Background: an optimization exercise with open tools, aiming at small area, a short achievable clock period and few clock cycles. Do not read the settings as production practice.
The RTL was checked by simulation tests, not by an equivalence proof against the original design.
No activity file was given, so power comes from the tool's default toggle rates.

==> inputs of 09-27 <==
==> flow/design.v (excerpt) <==
module pscb (
    input  wire        clk,
    input  wire        rst,           
    input  wire        req_valid,
    output reg         req_ready,
    input  wire        req_write,
    input  wire [2:0]  req_addr,      
    input  wire [31:0] req_wdata,
    output reg         rsp_valid,
    output reg  [31:0] rsp_rdata,
    output reg         pk_valid,
    output reg  [7:0]  pk_data,
    output reg         up_valid,
    output reg  [7:0]  up_data
);
Settings: LEC_CHECK=0, CAP_MARGIN=20, CORE_MARGIN=2, CORE_UTILIZATION=40, CTS_CLUSTER_DIAMETER=100, CTS_CLUSTER_SIZE=25, SETUP_SLACK_MARGIN=5, SLEW_MARGIN=20; clock period 8.0 ns.
run.sh (not shown) runs the stock make flow with config.mk's settings and CLKGATE_MAP_FILE= SYNTH_SCRIPT=/design/flow/synth_recipe.tcl, a recipe that flattens the netlist after the stock synthesis.
==> 12-01: changes against 09-27 <==
--- a/flow/design.v
+++ b/flow/design.v
@@ -73,20 +73,24 @@
     reg [31:0]   s_d;
     reg        halted;          
     reg [11:0] room;            
     reg [5:0]  lw;              
     reg [5:0]  offm1;           
     reg [5:0]  q_e;             
     reg [31:0] q_t;             
+    reg [31:0] q_h;             
     reg [2:0]  ph;              
     reg [3:0]  sw;              
     reg [63:0] win;             
     reg [1:0]  wv;              
     reg        pend;            
     reg [5:0]  pidx;            
+    reg        swz;             
+    reg        blk_hit;         
+    reg [7:0]  pdec;            
     reg [2:0]  em_i;            
     reg [2:0]  em_n;            
     reg        rh_v;            
     reg        rb_v;            
     reg [31:0] rsp_b;
     reg [31:0] ring [0:63];     
     function [NK-1:0] kind_of(input w, input [2:0] a, input [31:0] d);
@@ -203,20 +207,22 @@
         integer t;
         begin
             for (t = 0; t < 32; t = t + 1)
                 therm_of[t] = (t < n);
         end
     endfunction
     wire [31:0] therm = q_t;
-    reg [31:0] hsel;
-    integer hi;
-    always @(*) begin
-        for (hi = 0; hi < 32; hi = hi + 1)
-            hsel[hi] = e_end[5] ^ (hi > e_end[4:0]);
-    end
+    function [31:0] hsel_of(input [5:0] e);
+        integer hi;
+        begin
+            for (hi = 0; hi < 32; hi = hi + 1)
+                hsel_of[hi] = e[5] ^ (hi > e[4:0]);
+        end
+    endfunction
+    wire [31:0] hsel = q_h;
     wire [31:0] merged = (win[63:32] & hsel) | (win[31:0] & ~hsel);
     wire [31:0] rot_in = m_reader ? merged : (acc & therm);
     wire [31:0] rot_rev;
     genvar g;
     generate
         for (g = 0; g < 32; g = g + 1) begin : g_rev
             assign rot_rev[g] = rot_in[31 - g];
@@ -231,15 +237,15 @@
     wire [31:0] rd_field = rot & therm;
     wire [31:0] port_out [0:7];
     generate
         for (g = 0; g < 8; g = g + 1) begin : g_port
             assign port_out[g] = ring[56 + g];
         end
     endgenerate
-    wire        commit = pend && (sw == 4'd0) && (pidx[5:3] == ph);
+    wire        commit = pend && swz && blk_hit;
     wire [31:0] cdata  = pidx[0] ? win[63:32] : win[31:0];
     wire em_busy = (em_i != em_n);
     wire [2:0] em_left = em_n - em_i;
     wire rel     = (em_left <= 3'd1);                
     wire st_pk = ((k_pkpush && (pk_k == 3'd6)) || (k_pkfl && (pk_k != 3'd0))) && em_busy;
     wire st_rd = k_rd && m_reader &&
                  ((nz && !cw[6] && !wv[cw[0]]) || (span && !cw1[6] && !wv[~cw[0]]));
@@ -313,27 +319,34 @@
             pk_buf[pk_k] <= arg;
     end
     integer r, j;
     always @(posedge clk) begin
         for (r = 0; r < 8; r = r + 1) begin
             for (j = 7; j > 0; j = j - 1)
                 ring[r + 8 * j] <= ring[r + 8 * (j - 1)];
-            if (sw != 4'd0)
+            if (!swz)
                 ring[r] <= 32'd0;
-            else if (commit && pidx[2:0] == r)
+            else if (commit && pdec[r])
                 ring[r] <= cdata;
             else
                 ring[r] <= port_out[r];
         end
     end
+    wire       pset  = m_writer && ((ex_ro && !cw[6]) || (mv_go && xing));
+    wire [2:0] ph_nx = rst ? 3'd0 : ph + 3'd1;
+    always @(posedge clk) begin
+        blk_hit <= pset ? (cw[5:3] == ph_nx) : (pidx[5:3] == ph_nx);
+        if (pset)
+            pdec <= 8'd1 << cw[2:0];
+    end
     wire [6:0] fw0 = cw[0] ? cw1 : cw;               
     wire [6:0] fw1 = cw[0] ? cw : cw1;               
-    wire       fetch0 = m_reader && !wv[0] && !(pend && !pidx[0]) && (sw == 4'd0) &&
+    wire       fetch0 = m_reader && !wv[0] && !(pend && !pidx[0]) && swz &&
                         !fw0[6] && (fw0[5:3] == ph);
-    wire       fetch1 = m_reader && !wv[1] && !(pend && pidx[0]) && (sw == 4'd0) &&
+    wire       fetch1 = m_reader && !wv[1] && !(pend && pidx[0]) && swz &&
                         !fw1[6] && (fw1[5:3] == ph);
     wire       wr_or  = mv_go && k_wr;
     always @(posedge clk) begin
         if (ex_wo)
             win <= 64'd0;
         else begin
             if (fetch0)
@@ -347,25 +360,30 @@
             else if (commit && pidx[0])
                 win[63:32] <= 32'd0;
             else if (wr_or)
                 win[63:32] <= win[63:32] | (rot & hsel);
         end
     end
     wire q_free = !q_v || go;
+    wire [5:0] e_next;
     wire [5:0] e_base = !q_v                      ? offm1 :
                         (k_wropen || k_rdopen)    ? 6'd63 :
                         k_align                   ? (offm1 | 6'd7) :
                         k_move                    ? q_e : offm1;
+    assign e_next = e_base + src_d[5:0];
+    always @(posedge clk) begin
+        q_h <= hsel_of(q_free ? e_next : q_e);
+        q_t <= therm_of(q_free ? src_d[5:0] : q_d[5:0]);
+    end
     always @(posedge clk) begin
         if (q_free) begin
             q_k <= src_k;
             q_a <= src_a;
             q_d <= src_d;
-            q_e <= e_base + src_d[5:0];
-            q_t <= therm_of(src_d[5:0]);
+            q_e <= e_next;
         end
         if (!s_v) begin
             s_w <= req_write;
             s_a <= req_addr;
             s_d <= req_wdata;
         end
     end
@@ -384,14 +402,15 @@
             fault     <= F_NONE;
             halted    <= 1'b0;
             pk_k      <= 3'd0;
             up_msb    <= 7'd0;
             up_j      <= 3'd0;
             ph        <= 3'd0;
             sw        <= 4'd0;
+            swz       <= 1'b1;
             wv        <= 2'b00;
             pend      <= 1'b0;
             em_i      <= 3'd0;
             em_n      <= 3'd0;
             rsp_valid <= 1'b0;
             rh_v      <= 1'b0;
             rb_v      <= 1'b0;
@@ -407,14 +426,15 @@
             if (s_v)
                 s_v <= !q_free;
             else
                 s_v <= in_acc && !q_free;
             req_ready <= !(s_v ? !q_free : (in_acc && !q_free));
             if (sw != 4'd0)
                 sw <= sw - 4'd1;
+            swz <= !ex_wo && (sw <= 4'd1);
             if (commit)
                 pend <= 1'b0;
             if (fetch0)
                 wv[0] <= 1'b1;
             if (fetch1)
                 wv[1] <= 1'b1;
             if (em_busy) begin
==> flow/flow/run.sh (new file) <==
#!/bin/bash
# The standard layout (standard.sh), with the setup repair aimed high only up to
# clock tree synthesis (after global routing it only fixes real violations), and
# buf_4 as the port buffers.
set -euo pipefail
bash standard.sh SETUP_SLACK_MARGIN=5 "BUFFER_PORTS_ARGS=-buffer_cell sky130_fd_sc_hd__buf_4" cts > stage_cts.log 2>&1
bash standard.sh SETUP_SLACK_MARGIN=0 finish > stage_finish.log 2>&1
test -f out/final.def
==> flow/standard.sh (new file) <==
#!/bin/bash
# synth_recipe.tcl (not shown) runs the flow's synth.tcl, then flattens the netlist and writes it again
# the make line also repeats each setting of config.mk as NAME=value (left out here)
make -C /OpenROAD-flow-scripts/flow DESIGN_CONFIG=/design/flow/config.mk WORK_HOME=/design/flow/orfs CLKGATE_MAP_FILE= SYNTH_SCRIPT=/design/flow/synth_recipe.tcl "${@:-finish}"
==> flow/config.mk (replaced) <==
export PLATFORM = sky130hd
export DESIGN_NAME = pscb
export DESIGN_NICKNAME = pscb
export VERILOG_FILES = /design/flow/design.v
export SDC_FILE = /design/flow/constraint.sdc
export NUM_CORES = 4
export LEC_CHECK = 0
export CAP_MARGIN = 20
export CORE_MARGIN = 2
export CORE_UTILIZATION = 65
export CTS_CLUSTER_DIAMETER = 100
export CTS_CLUSTER_SIZE = 25
export SLEW_MARGIN = 20
export TNS_END_PERCENT = 10
removed: flow/run.sh
==> summary of the runs <==
In 09-27 the worst hold slack is worse than in 12-01, by 0.018 ns. In 09-27 the clock power is higher than in 12-01, by about 3%. In 09-27 the worst setup slack is worse than in 12-01, by 0.026 ns. Against 09-27, the synthesized cell count of 12-01 is smaller by 4.9%. Global-route usage: 09-27 is lower than 12-01 (7.0 points). Against 12-01, the first-iteration DRC count of 09-27 is larger by 41%. Between 12-01 and 09-27, the lower non-clock buffer count is in 12-01 (gap 393).
==> figures <==
metric                                                               12-01                    09-27
Final net count                                                       5639                     6274
Final core utilization                                              0.7111                   0.4929
Clk tree area frac                                                 0.03865                  0.03467
Vias in the first global route                                       39270                    44380
Area used by sequential logic in the layout                   0.05313 mm^2             0.05266 mm^2
Leakage                                                           30.75 nW                 32.66 nW
Area of the die                                                0.1143 mm^2              0.1873 mm^2
Final GP Congestion                                                 0.9572                   0.9761
Int Power                                                         15.92 mW                 16.17 mW
Status                                             complete, no violations  complete, no violations
Detailed-route via count                                             40040                    47040
Fraction of power consumed by the clock network                      0.309                    0.300
Largest net degree at the start of global routing                       87                       70
Clock group total power                                            6.28 mW                  6.45 mW
First DRT Iteration DRCs                                              3549                     5002
Gate count after technology mapping                                   5490                     5771
Testbench counts of 09-27, summed over its fixed seeds: cycles 45,850.
Testbench counts of 12-01, summed over its fixed seeds: cycles 45,850.

[re-timing with driven ports]
In the flow no input, the clock included, has a driving cell. The finished layouts below were timed again as built, in two steps.
Step 1 assumes that a clkbuf_16 drives the clock port and a buf_2 every other input.
Step 2 also shifts input and output timing later by t, the mid clock arrival at the registers, as if the neighbouring blocks saw the same clock.
Slacks: no drivers / after step 1 / after step 2; pairs: no drivers / after step 1.
| run | t, ns | slack for setup (ns) | worst setup path at the end | clock arrival spread, ns | pins driven straight from the clock port |
|---|---|---|---|---|---|
| 09-27 | 0.894 | 4.367 / 4.367 / 4.196 | input to register | 0.074 / 0.074 | 1 |
| 12-01 | 0.802 | 4.394 / 4.394 / 3.816 | input to register | 0.061 / 0.061 | 1 |
After both steps every run listed still meets setup and hold. For 12-01, which loses most, drivers alone change the setup slack by 0.000 ns; drivers and shift together by -0.578 ns.
